From an optimization exercise on the open Yosys and OpenROAD flow, aimed at small area; shortcuts taken in it are not production practice.
The RTL was checked by simulation tests, not by an equivalence proof against the original design.

==> inputs of trial 94 <==
Design jass_prng, start of the top module:
module jass_prng (
    input  wire        clk,
    input  wire        rst,
    input  wire        cmd_valid,
    output wire        cmd_ready,
    input  wire [7:0]  cmd_op,
    input  wire [31:0] cmd_a,
    input  wire [31:0] cmd_b,
    output wire        rsp_valid,
    input  wire        rsp_ready,
    output wire [31:0] rsp_data,
    output wire        rsp_err
);
Settings: LEC_CHECK=0, CAP_MARGIN=30, CORE_MARGIN=2, CORE_UTILIZATION=45, SLEW_MARGIN=40; clock period 22.0 ns.
run.sh (not shown) runs the stock make flow with config.mk's settings and CLKGATE_MAP_FILE= SYNTH_SCRIPT=/design/flow/synth_recipe.tcl, a recipe that flattens the netlist after the stock synthesis.
==> build 19 (differences from trial 94) <==
--- a/flow/design.v
+++ b/flow/design.v
@@ -1349,24 +1349,16 @@
   assign _0626_ = ~(_0643_ | _0059_);
   assign _0627_ = ~(_0003_ | _0626_);
   assign _0628_ = ~(idx[4] | _0627_);
   assign _0629_ = ~(_0003_ | _0134_);
   assign _0630_ = ~(_0628_ | _0629_);
   assign _0631_ = ~(_0332_ | _0630_);
   assign word[31] = ~(_0625_ | _0631_);
 endmodule
-module jass_remstep #(parameter [6:0] M = 7'd61) (
-    input  wire [5:0] r,
-    input  wire       bit_in,
-    output wire [5:0] y
-);
-    wire [6:0] t = {r, bit_in};
-    assign y = (t >= M) ? (t - M) : t[5:0];
-endmodule
 module jass_rca #(parameter W = 33) (
     input  wire [W-1:0] a,
     input  wire [W-1:0] b,
     input  wire         ci,
     output wire [W-1:0] s
 );
     wire [W:0] c;
     assign c[0] = ci;
@@ -1395,32 +1387,47 @@
                      K_FADD = 3'd4, K_FMUL = 3'd5, K_I2F = 3'd6;
     localparam [4:0] S_IDLE  = 5'd0,  S_RESP  = 5'd1,  S_SEED0 = 5'd2,  S_SEEDL = 5'd3,
                      S_STEP  = 5'd4,  S_SADD  = 5'd5,  S_ZERO  = 5'd6,  S_ICMP  = 5'd7,
                      S_MOVA  = 5'd8,  S_IRNG  = 5'd9,  S_IZ    = 5'd10, S_IMUL  = 5'd11,
                      S_ILO   = 5'd12, S_FA0   = 5'd13, S_FA1   = 5'd14, S_FA2   = 5'd15,
                      S_FA3   = 5'd16, S_FA5   = 5'd17, S_NORM  = 5'd18, S_PACK  = 5'd19,
                      S_NEPS  = 5'd20, S_NMOV  = 5'd21, S_NSCAN = 5'd22, S_MUL   = 5'd23,
                      S_ME0   = 5'd24, S_ME1   = 5'd25, S_ME2   = 5'd26, S_I2F0  = 5'd27,
-                     S_M0    = 5'd29, S_FA2B  = 5'd30, S_FA4   = 5'd31;
+                     S_RZ    = 5'd28, S_M0    = 5'd29, S_FA2B  = 5'd30, S_FA4   = 5'd31;
     localparam [31:0] EPS = 32'h3456BF95;
     reg [4:0]  st;
     reg [2:0]  op;
     reg [1:0]  ph;           
     reg        err;
     reg [31:0] A, B, R, C;
     reg [23:0] J;            
     reg [9:0]  E;
     reg [4:0]  cnt;
     reg        lt, fle, xge, sgn, ilo2;
     assign cmd_ready = (st == S_IDLE) & ~rst;
     assign rsp_valid = (st == S_RESP);
     assign rsp_data  = R;
     assign rsp_err   = err;
     wire accept = cmd_valid & cmd_ready;
+    reg [2:0] kdec;
+    reg       illegal;
+    always @(*) begin
+        illegal = 1'b0;
+        case (cmd_op)
+            8'h01: kdec = K_SEED;
+            8'h02: kdec = K_NINT;
+            8'h03: kdec = K_NREAL;
+            8'h04: kdec = K_STEP;
+            8'h10, 8'h11: kdec = K_FADD;
+            8'h12: kdec = K_FMUL;
+            8'h13: kdec = K_I2F;
+            default: begin kdec = K_STEP; illegal = 1'b1; end
+        endcase
+    end
     wire       is_nr = (op == K_NREAL);
     wire       is_fm = (op == K_FMUL);
     wire       nx  = is_nr & (ph == 2'd1) & fle;
     wire       ny  = is_nr & ((ph == 2'd0) | ((ph == 2'd1) & ~fle));
     wire       ord = nx;
     wire       sx  = A[31] ^ nx;
     wire       sy  = B[31] ^ ny;
     wire [7:0] ex = A[30:23];
@@ -1444,33 +1451,41 @@
     wire [32:0] S;
     jass_rca #(.W(33)) u_add (.a(P), .b(Q), .ci(ci), .s(S));
     wire        Sz = (S[31:0] == 32'd0);
     reg  [9:0] EX, EY;
     reg        eci;
     wire [9:0] ES;
     jass_rca #(.W(10)) u_eadd (.a(EX), .b(EY), .ci(eci), .s(ES));
     wire [5:0]  jh = J[11:6];
-    reg  [5:0]  jn;
+    reg  [9:0]  lane_nc;      
+    reg  [9:0]  lane_m;       
     always @(*) begin
-        case (cnt[1:0])
-            2'd0: jn = (jh >= 6'd6) ? jh - 6'd6 : jh - 6'd6 + 6'd53;
-            2'd1: jn = (jh >= 6'd3) ? jh - 6'd3 : jh - 6'd3 + 6'd50;
-            2'd2: jn = (jh >= 6'd1) ? jh - 6'd1 : jh - 6'd1 + 6'd46;
-            default: jn = (jh >= 6'd7) ? jh - 6'd7 : jh - 6'd7 + 6'd54;
+        case (cnt[2:1])
+            2'd0: begin lane_nc = 10'h3FA; lane_m = 10'd53; end
+            2'd1: begin lane_nc = 10'h3FD; lane_m = 10'd50; end
+            2'd2: begin lane_nc = 10'h3FF; lane_m = 10'd46; end
+            default: begin lane_nc = 10'h3F9; lane_m = 10'd54; end
         endcase
     end
+    wire [5:0]  jn = ES[5:0];
     wire [31:0] tword;
     jass_table u_table (.idx(jn), .word(tword));
-    wire [31:0] mixv = ({32{cnt[1:0] != 2'd0}} & {R[30:0], R[31]}) ^ tword;
-    wire [5:0] n61, n59, n53, n47;
-    jass_remstep #(.M(7'd61)) u_r61 (.r(J[5:0]),   .bit_in(cbit), .y(n61));
-    jass_remstep #(.M(7'd59)) u_r59 (.r(J[11:6]),  .bit_in(cbit), .y(n59));
-    jass_remstep #(.M(7'd53)) u_r53 (.r(J[17:12]), .bit_in(cbit), .y(n53));
-    jass_remstep #(.M(7'd47)) u_r47 (.r(J[23:18]), .bit_in(cbit), .y(n47));
+    wire [31:0] mixv = {R[30:0], R[31]} ^ tword;      
+    wire [6:0] rem_t = {jh, cbit};
+    reg  [9:0] rem_nm;
+    always @(*) begin
+        case (ph)
+            2'd0: rem_nm = -10'd59;
+            2'd1: rem_nm = -10'd53;
+            2'd2: rem_nm = -10'd47;
+            default: rem_nm = -10'd61;
+        endcase
+    end
+    wire [5:0] jhead = ((st == S_SEEDL) & ES[9]) ? rem_t[5:0] : ES[5:0];
     wire        sel_y  = ex0 & ~(ord & ey0);
     wire        sel_x  = ~sel_y & ey0;
     wire [7:0]  e_big  = xge ? ex : ey;
     wire        zf     = (is_fm & ex0) | ey0 | E[9] | Ez;
     reg [4:0] st_fdone;
     always @(*) begin
         if (is_nr) begin
             case (ph)
@@ -1487,21 +1502,28 @@
     reg       bload, bshift, cload, eload;
     always @(*) begin
         pa = 1'b0; pb = 1'b0; pr = 1'b0; psx = 1'b0; pflip = 1'b0; pm31 = 1'b0;
         qa = 1'b0; qb = 1'b0; qc = 1'b0; qr = 1'b0; qe = 1'b0; qsig = 1'b0;
         qsx = 1'b0; qinv = 1'b0; ci = 1'b0;
         EX = 10'd0; EY = 10'd0; eci = 1'b0; eload = 1'b0;
         rsel = R_HOLD; bload = 1'b0; bshift = 1'b0; cload = 1'b0;
         case (st)
-            S_IDLE: ci = 1'b1;                           
+            S_IDLE: ci = illegal;                        
+            S_RZ:   rsel = R_S;
             S_SEED0: begin pa = 1'b1; cload = 1'b1; end
+            S_SEEDL: begin EX = {3'd0, rem_t}; EY = rem_nm; end
             S_STEP: begin
                 pb = 1'b1; qa = 1'b1; qinv = 1'b1; ci = 1'b1;
-                rsel = R_MIX;
+                if (!cnt[0]) begin
+                    EX = {4'd0, jh}; EY = lane_nc; eload = 1'b1;
+                end else begin
+                    EX = E; EY = E[9] ? lane_m : 10'd0;
+                    rsel = R_MIX;
+                end
             end
             S_SADD: begin pr = 1'b1; qc = 1'b1; cload = 1'b1; rsel = R_S; end
             S_ZERO: rsel = R_S;
             S_ICMP: begin
                 pa = 1'b1; psx = 1'b1; qb = 1'b1; qsx = 1'b1; qinv = 1'b1; ci = 1'b1;
             end
             S_MOVA: begin pa = 1'b1; rsel = R_S; end
             S_IRNG: begin
@@ -1590,41 +1612,26 @@
             S_ME2: begin EX = E; EY = 10'h381; eload = 1'b1; end   
             S_I2F0: begin
                 qa = 1'b1; qinv = A[31]; ci = A[31]; rsel = R_S;
                 EY = 10'd150; eload = 1'b1;
             end
             default: ;
         endcase
     end
-    reg [2:0] kdec;
-    reg       illegal;
-    always @(*) begin
-        illegal = 1'b0;
-        case (cmd_op)
-            8'h01: kdec = K_SEED;
-            8'h02: kdec = K_NINT;
-            8'h03: kdec = K_NREAL;
-            8'h04: kdec = K_STEP;
-            8'h10, 8'h11: kdec = K_FADD;
-            8'h12: kdec = K_FMUL;
-            8'h13: kdec = K_I2F;
-            default: begin kdec = K_STEP; illegal = 1'b1; end
-        endcase
-    end
     always @(posedge clk) begin
         case (rsel)
             R_S:    R <= S[31:0];
             R_SHR:  R <= S[32:1];
             R_SHL4: R <= {R[27:0], 4'd0};
             R_PACK: R[31:23] <= {sgn, E[7:0]};
             R_MIX:  R <= mixv;
             default: ;
         endcase
-        if (st == S_IDLE && accept && illegal) R <= S[31:0];
+        if (st == S_IDLE && accept) R <= S[31:0];
         if (bload) B <= S[31:0];
         if (bshift) B[22:0] <= {1'b0, B[22:1]};
         if (eload) E <= ES;
         if (st == S_IDLE && accept) begin
             A <= cmd_a;
             B <= {cmd_b[31] ^ (cmd_op == 8'h11), cmd_b[30:0]};
         end
         if (rst) begin
@@ -1649,44 +1656,49 @@
                         K_FMUL:  st <= S_M0;
                         default: st <= S_I2F0;
                     endcase
                 end
                 S_RESP: if (rsp_ready) st <= S_IDLE;
                 S_SEED0: begin
                     J   <= 24'd0;
                     cnt <= 5'd31;
+                    ph  <= 2'd0;
                     st  <= S_SEEDL;
                 end
                 S_SEEDL: begin
-                    J   <= {n47, n53, n59, n61};
-                    cnt <= cnt - 5'd1;                   
-                    if (cnt == 5'd0) begin cnt <= 5'd0; st <= S_STEP; end
+                    J   <= {J[5:0], J[23:18], J[17:12], jhead};
+                    ph  <= ph + 2'd1;
+                    if (ph == 2'd3) begin
+                        cnt <= cnt - 5'd1;               
+                        if (cnt == 5'd0) begin cnt <= 5'd0; st <= S_STEP; end
+                    end
                 end
                 S_STEP: begin
-                    J   <= {J[5:0], J[23:18], J[17:12], jn};
+                    if (cnt[0]) J <= {J[5:0], J[23:18], J[17:12], jhead};
                     cnt <= cnt + 5'd1;
                     fle <= (A[31] ^ B[31]) ? A[31] : (A[31] ? (S[32] | Sz) : ~S[32]);
-                    if (cnt[1:0] == 2'd3) st <= S_SADD;
+                    if (cnt[2:0] == 3'd7) st <= S_SADD;
                 end
                 S_SADD: begin
                     case (op)
                         K_SEED:  st <= S_ZERO;
                         K_NINT:  st <= S_IRNG;
                         K_NREAL: begin ph <= 2'd1; st <= S_FA0; end
                         default: st <= S_RESP;
                     endcase
                 end
                 S_ZERO: st <= S_RESP;
                 S_ICMP: begin
                     lt <= S[32];
                     if (Sz) st <= S_MOVA;
                     else begin cnt <= 5'd0; st <= S_STEP; end
                 end
                 S_MOVA: st <= S_RESP;
+                S_RZ:   st <= S_STEP;
                 S_IRNG: st <= S_IZ;
                 S_IZ:   begin cnt <= 5'd0; ilo2 <= 1'b0; st <= S_IMUL; end
                 S_IMUL: begin
                     cnt <= cnt + 5'd1;
                     if (cnt == 5'd31) st <= S_ILO;
                 end
                 S_ILO: begin
                     ilo2 <= 1'b1;
@@ -1711,17 +1723,17 @@
                     sgn <= R[31];
                     if (Sz) st <= st_fdone;
                     else st <= S_NORM;
                 end
                 S_NORM: if (R[31:23] == 9'd1) st <= S_PACK;
                 S_PACK: st <= st_fdone;
                 S_NEPS: begin
                     if (S[32]) st <= S_MOVA;             
-                    else begin cnt <= 5'd0; st <= S_STEP; end
+                    else begin cnt <= 5'd0; st <= S_RZ; end
                 end
                 S_NMOV: begin
                     cnt <= 5'd22;
                     if (ph == 2'd1) begin ph <= 2'd2; st <= S_NSCAN; end
                     else begin ph <= 2'd3; st <= S_FA0; end
                 end
                 S_NSCAN: begin
                     if (cbit) begin cnt <= 5'd0; st <= S_MUL; end
==> flow/flow/run.sh (new file) <==
#!/bin/bash
# The standard layout (the standard.sh: ORFS synthesis through finish), with two changes:
# - the buffer that buffer_ports puts on every input and output port is the platform's smallest
#   buffer, sky130_fd_sc_hd__buf_1, instead of the default choice;
# - clock tree synthesis builds the tree from sky130_fd_sc_hd__clkbuf_8 below a clkbuf_16 root
#   and inserts no dummy loads. Every register's clock still comes through the buffered tree.
set -euo pipefail
export BUFFER_PORTS_ARGS="-buffer_cell sky130_fd_sc_hd__buf_1"
export CTS_ARGS="-sink_clustering_enable -repair_clock_nets -root_buf sky130_fd_sc_hd__clkbuf_16 -buf_list sky130_fd_sc_hd__clkbuf_8 -dont_use_dummy_load"
bash standard.sh finish > standard_flow.log 2>&1
==> flow/standard.sh (new file) <==
#!/bin/bash
# synth_recipe.tcl (not shown) runs the flow's synth.tcl, then flattens the netlist and writes it again
# the make line also repeats each setting of config.mk as NAME=value (left out here)
make -C /OpenROAD-flow-scripts/flow DESIGN_CONFIG=/design/flow/config.mk WORK_HOME=/design/flow/orfs CLKGATE_MAP_FILE= SYNTH_SCRIPT=/design/flow/synth_recipe.tcl "${@:-finish}"
ABC_AREA = 1   (was unset)
removed: flow/run.sh
==> build 33 (differences from trial 94) <==
--- a/flow/design.v
+++ b/flow/design.v
@@ -1395,17 +1395,17 @@
                      K_FADD = 3'd4, K_FMUL = 3'd5, K_I2F = 3'd6;
     localparam [4:0] S_IDLE  = 5'd0,  S_RESP  = 5'd1,  S_SEED0 = 5'd2,  S_SEEDL = 5'd3,
                      S_STEP  = 5'd4,  S_SADD  = 5'd5,  S_ZERO  = 5'd6,  S_ICMP  = 5'd7,
                      S_MOVA  = 5'd8,  S_IRNG  = 5'd9,  S_IZ    = 5'd10, S_IMUL  = 5'd11,
                      S_ILO   = 5'd12, S_FA0   = 5'd13, S_FA1   = 5'd14, S_FA2   = 5'd15,
                      S_FA3   = 5'd16, S_FA5   = 5'd17, S_NORM  = 5'd18, S_PACK  = 5'd19,
                      S_NEPS  = 5'd20, S_NMOV  = 5'd21, S_NSCAN = 5'd22, S_MUL   = 5'd23,
                      S_ME0   = 5'd24, S_ME1   = 5'd25, S_ME2   = 5'd26, S_I2F0  = 5'd27,
-                     S_M0    = 5'd29, S_FA2B  = 5'd30, S_FA4   = 5'd31;
+                     S_I2F1  = 5'd28, S_M0    = 5'd29, S_FA2B  = 5'd30, S_FA4   = 5'd31;
     localparam [31:0] EPS = 32'h3456BF95;
     reg [4:0]  st;
     reg [2:0]  op;
     reg [1:0]  ph;           
     reg        err;
     reg [31:0] A, B, R, C;
     reg [23:0] J;            
     reg [9:0]  E;
@@ -1423,17 +1423,18 @@
     wire       ord = nx;
     wire       sx  = A[31] ^ nx;
     wire       sy  = B[31] ^ ny;
     wire [7:0] ex = A[30:23];
     wire [7:0] ey = B[30:23];
     wire       ex0 = (ex == 8'd0);
     wire       ey0 = (ey == 8'd0);
     wire       mulmode = is_fm | (is_nr & (ph == 2'd2));
-    wire        cbit = C[cnt];
+    wire [4:0]  bidx = (st == S_MUL) ? E[4:0] : cnt;
+    wire        cbit = C[bidx];
     wire        Ez   = (E == 10'd0);
     wire        last = (E[4:0] == cnt);
     wire        sbit = (st == S_MUL && is_fm) ? (B[0] | last) : cbit;
     reg  pa, pb, pr, psx, pflip, pm31;
     reg  qa, qb, qc, qr, qe, qsig, qsx, qinv, ci;
     wire [31:0] p_or = ({32{pa}} & A) | ({32{pb}} & B) | ({32{pr}} & R);
     wire [32:0] P = {psx & p_or[31], (p_or[31] & ~pm31) ^ pflip, p_or[30:0]};
     wire [31:0] amask = qsig ? {9'd0, 1'b1, A[22:0]} : A;
@@ -1535,67 +1536,71 @@
                 end
             end
             S_FA2B: begin pr = 1'b1; qr = 1'b1; rsel = R_S; end      
             S_FA3: begin
                 pr = 1'b1; psx = 1'b1;
                 if (Ez) begin
                     qsig = 1'b1; qa = xge; qb = ~xge;
                     qinv = xge ? sx : sy; ci = qinv; rsel = R_S;
-                    EX = {2'd0, e_big}; EY = 10'h3FF; eload = 1'b1;
+                    EX = {2'd0, e_big}; eci = 1'b1; eload = 1'b1;
                 end else begin
                     rsel = R_SHR;
                     EX = E; EY = 10'h3FF; eload = 1'b1;
                 end
             end
             S_FA4: begin
                 pr = 1'b1; psx = 1'b1;
                 qsig = 1'b1; qa = xge; qb = ~xge;
                 qinv = xge ? sx : sy; ci = qinv; rsel = R_S;
             end
             S_FA5: begin
                 qr = 1'b1; qinv = 1'b1; ci = 1'b1;
                 if (R[31]) rsel = R_S;
             end
             S_NORM: begin
-                EX = E;
-                if (R[31:24] != 8'd0) begin
-                    pr = 1'b1; rsel = R_SHR; eci = 1'b1; eload = 1'b1;
-                end else if (!R[23]) begin
-                    eload = 1'b1;
-                    if (R[23:20] == 4'd0) begin
+                if (!R[25]) begin
+                    EX = E; eload = 1'b1;
+                    if (R[25:22] == 4'd0) begin
                         rsel = R_SHL4; EY = 10'h3FC;
                     end else begin
                         pr = 1'b1; qr = 1'b1; rsel = R_S; EY = 10'h3FF;
                     end
                 end
             end
-            S_PACK: rsel = (zf & mulmode) ? R_S : R_PACK;
+            S_PACK: rsel = R_PACK;
             S_NEPS: begin
                 pr = 1'b1; pm31 = 1'b1; qe = 1'b1; qinv = 1'b1; ci = 1'b1;
             end
             S_NMOV: begin pr = 1'b1; bload = 1'b1; end
-            S_NSCAN: begin rsel = R_S; EX = {5'd0, cnt}; eload = 1'b1; end   
-            S_M0:    begin rsel = R_S; EY = 10'd23; eload = 1'b1; end         
+            S_NSCAN: begin rsel = R_S; eload = 1'b1; end     
+            S_M0:    begin rsel = R_S; eload = 1'b1; end     
             S_MUL: begin
                 pr = 1'b1;
                 qsig = 1'b1; qa = sbit & is_fm; qb = sbit & ~is_fm;
                 rsel = last ? R_S : R_SHR;
                 bshift = is_fm;
+                EX = E; eci = 1'b1; eload = 1'b1;
             end
             S_ME0: begin
                 if (is_fm) EX = {2'd0, ex};
                 else begin EX = {5'd0, cnt}; EY = 10'd104; end
                 eload = 1'b1;
             end
             S_ME1: begin EX = E; EY = {2'd0, ey}; eload = 1'b1; end
-            S_ME2: begin EX = E; EY = 10'h381; eload = 1'b1; end   
+            S_ME2: begin EX = E; EY = 10'h383; eload = 1'b1; end   
             S_I2F0: begin
                 qa = 1'b1; qinv = A[31]; ci = A[31]; rsel = R_S;
-                EY = 10'd150; eload = 1'b1;
+                EY = 10'd152; eload = 1'b1;
+            end
+            S_I2F1: begin
+                if (R[31:26] != 6'd0) begin
+                    pr = 1'b1; rsel = R_SHR;
+                    EX = E; eci = 1'b1; eload = 1'b1;
+                end
             end
             default: ;
         endcase
     end
     reg [2:0] kdec;
     reg       illegal;
     always @(*) begin
         illegal = 1'b0;
@@ -1610,17 +1615,17 @@
             default: begin kdec = K_STEP; illegal = 1'b1; end
         endcase
     end
     always @(posedge clk) begin
         case (rsel)
             R_S:    R <= S[31:0];
             R_SHR:  R <= S[32:1];
             R_SHL4: R <= {R[27:0], 4'd0};
-            R_PACK: R[31:23] <= {sgn, E[7:0]};
+            R_PACK: R <= (zf & mulmode) ? 32'd0 : {sgn, E[7:0], R[24:2]};
             R_MIX:  R <= mixv;
             default: ;
         endcase
         if (st == S_IDLE && accept && illegal) R <= S[31:0];
         if (bload) B <= S[31:0];
         if (bshift) B[22:0] <= {1'b0, B[22:1]};
         if (eload) E <= ES;
         if (st == S_IDLE && accept) begin
@@ -1707,46 +1712,46 @@
                 S_FA2B: st <= S_FA3;
                 S_FA3: if (Ez) st <= S_FA4;
                 S_FA4: st <= S_FA5;
                 S_FA5: begin
                     sgn <= R[31];
                     if (Sz) st <= st_fdone;
                     else st <= S_NORM;
                 end
-                S_NORM: if (R[31:23] == 9'd1) st <= S_PACK;
+                S_NORM: if (R[25]) st <= S_PACK;
                 S_PACK: st <= st_fdone;
                 S_NEPS: begin
                     if (S[32]) st <= S_MOVA;             
                     else begin cnt <= 5'd0; st <= S_STEP; end
                 end
                 S_NMOV: begin
                     cnt <= 5'd22;
                     if (ph == 2'd1) begin ph <= 2'd2; st <= S_NSCAN; end
                     else begin ph <= 2'd3; st <= S_FA0; end
                 end
                 S_NSCAN: begin
-                    if (cbit) begin cnt <= 5'd0; st <= S_MUL; end
+                    if (cbit) st <= S_MUL;
                     else if (cnt == 5'd0) st <= st_fdone;    
                     else cnt <= cnt - 5'd1;
                 end
                 S_M0: begin
-                    cnt <= 5'd0;
+                    cnt <= 5'd23;
                     st  <= S_MUL;
                 end
                 S_MUL: begin
                     sgn <= (is_fm & A[31]) ^ B[31];
                     if (last) st <= S_ME0;
-                    else cnt <= cnt + 5'd1;
                 end
                 S_ME0: st <= S_ME1;
                 S_ME1: st <= S_ME2;
                 S_ME2: st <= S_NORM;
                 S_I2F0: begin
                     sgn <= A[31];
                     if (Sz) st <= S_RESP;
-                    else st <= S_NORM;
+                    else st <= S_I2F1;
                 end
+                S_I2F1: if (R[31:26] == 6'd0) st <= S_NORM;
                 default: st <= S_IDLE;
             endcase
         end
     end
 endmodule
ABC_AREA = 1   (was unset)
CORE_UTILIZATION = 60   (was 45)
PLACE_DENSITY = 0.75   (was unset)
==> notes <==
Fmax: build 19 > build 33 > trial 94.
Utilization, highest first: build 33, trial 94, build 19.
First-iteration DRC count: build 33 > trial 94 > build 19.
Of trial 94 and build 19, build 19 has the higher register-to-register slack (gap 2400 ps).
Global-route usage: trial 94 < build 19 < build 33.
Build 33 finished with timing, DRC and antenna clean. Build 19 completed with no timing, DRC or antenna violations. Trial 94 finished with timing, DRC and antenna clean.
Sequential share of layout area, lowest first: trial 94, build 33, build 19.
==> figures <==
Depth of the critical timing path with buffers and inverters included: build 19 52; trial 94 53; build 33 64
Register area: build 19 4890 µm²; trial 94 4890 µm²; build 33 4880 µm²
Vias in the first global route: build 19 16.2k; trial 94 18.1k; build 33 18.8k
Number of distinct library cells after synthesis: build 19 54; trial 94 100; build 33 59
Critical path data required time: build 19 22,310 ps; trial 94 22,320 ps; build 33 22,370 ps
Met1 Routed Length: build 19 28.3 mm; trial 94 30.5 mm; build 33 26.2 mm
Mean instance size in the synthesized netlist: build 19 7.21 µm²; trial 94 8.38 µm²; build 33 6.93 µm²
Critical R2R Capture: build 19 st[4]; trial 94 st[1]; build 33 st[2]
Fmax: build 19 0.0562 GHz; trial 94 0.0528 GHz; build 33 0.0551 GHz
Starting density of the core: build 19 45.3%; trial 94 45.7%; build 33 60.5%
Outcome: build 19 timing/DRC/antenna clean; trial 94 timing/DRC/antenna clean; build 33 timing/DRC/antenna clean
Die X-Extent: build 19 190 µm; trial 94 202 µm; build 33 174 µm

-- re-timing with driven ports --
The flow's constraints put no driver on any port. The routed layouts listed below were extracted and timed again, unchanged, in two steps. Step 1, drivers: a clkbuf_16 drives clk and a buf_2 each remaining input, both assumed. Step 2, shift: input delay + t, output delay - t, t = (earliest + latest rising clock arrival at the registers) / 2. This alone moves slack from input paths to output paths. Slacks: ideal ports / drivers / drivers and shift; pairs: ideal ports / drivers.
run | t, ns | slack for setup (ns) | worst setup path after step 2 | latest minus earliest clock arrival (ns) | worst register clock-pin slew, ns
trial 94 | 0.514 | 3.068 / 3.068 / 3.068 | register to register | 0.014 / 0.014 | 0.08 / 0.08
build 19 | 0.463 | 4.194 / 4.226 / 3.763 | input to register | 0.055 / 0.055 | 0.12 / 0.12
build 33 | 0.524 | 3.862 / 3.862 / 3.862 | register to register | 0.019 / 0.019 | 0.09 / 0.09
After both steps setup and hold are still met in every run listed. The setup slack of build 19, which loses most, moves by +0.032 ns with the drivers and by -0.431 ns with both steps.
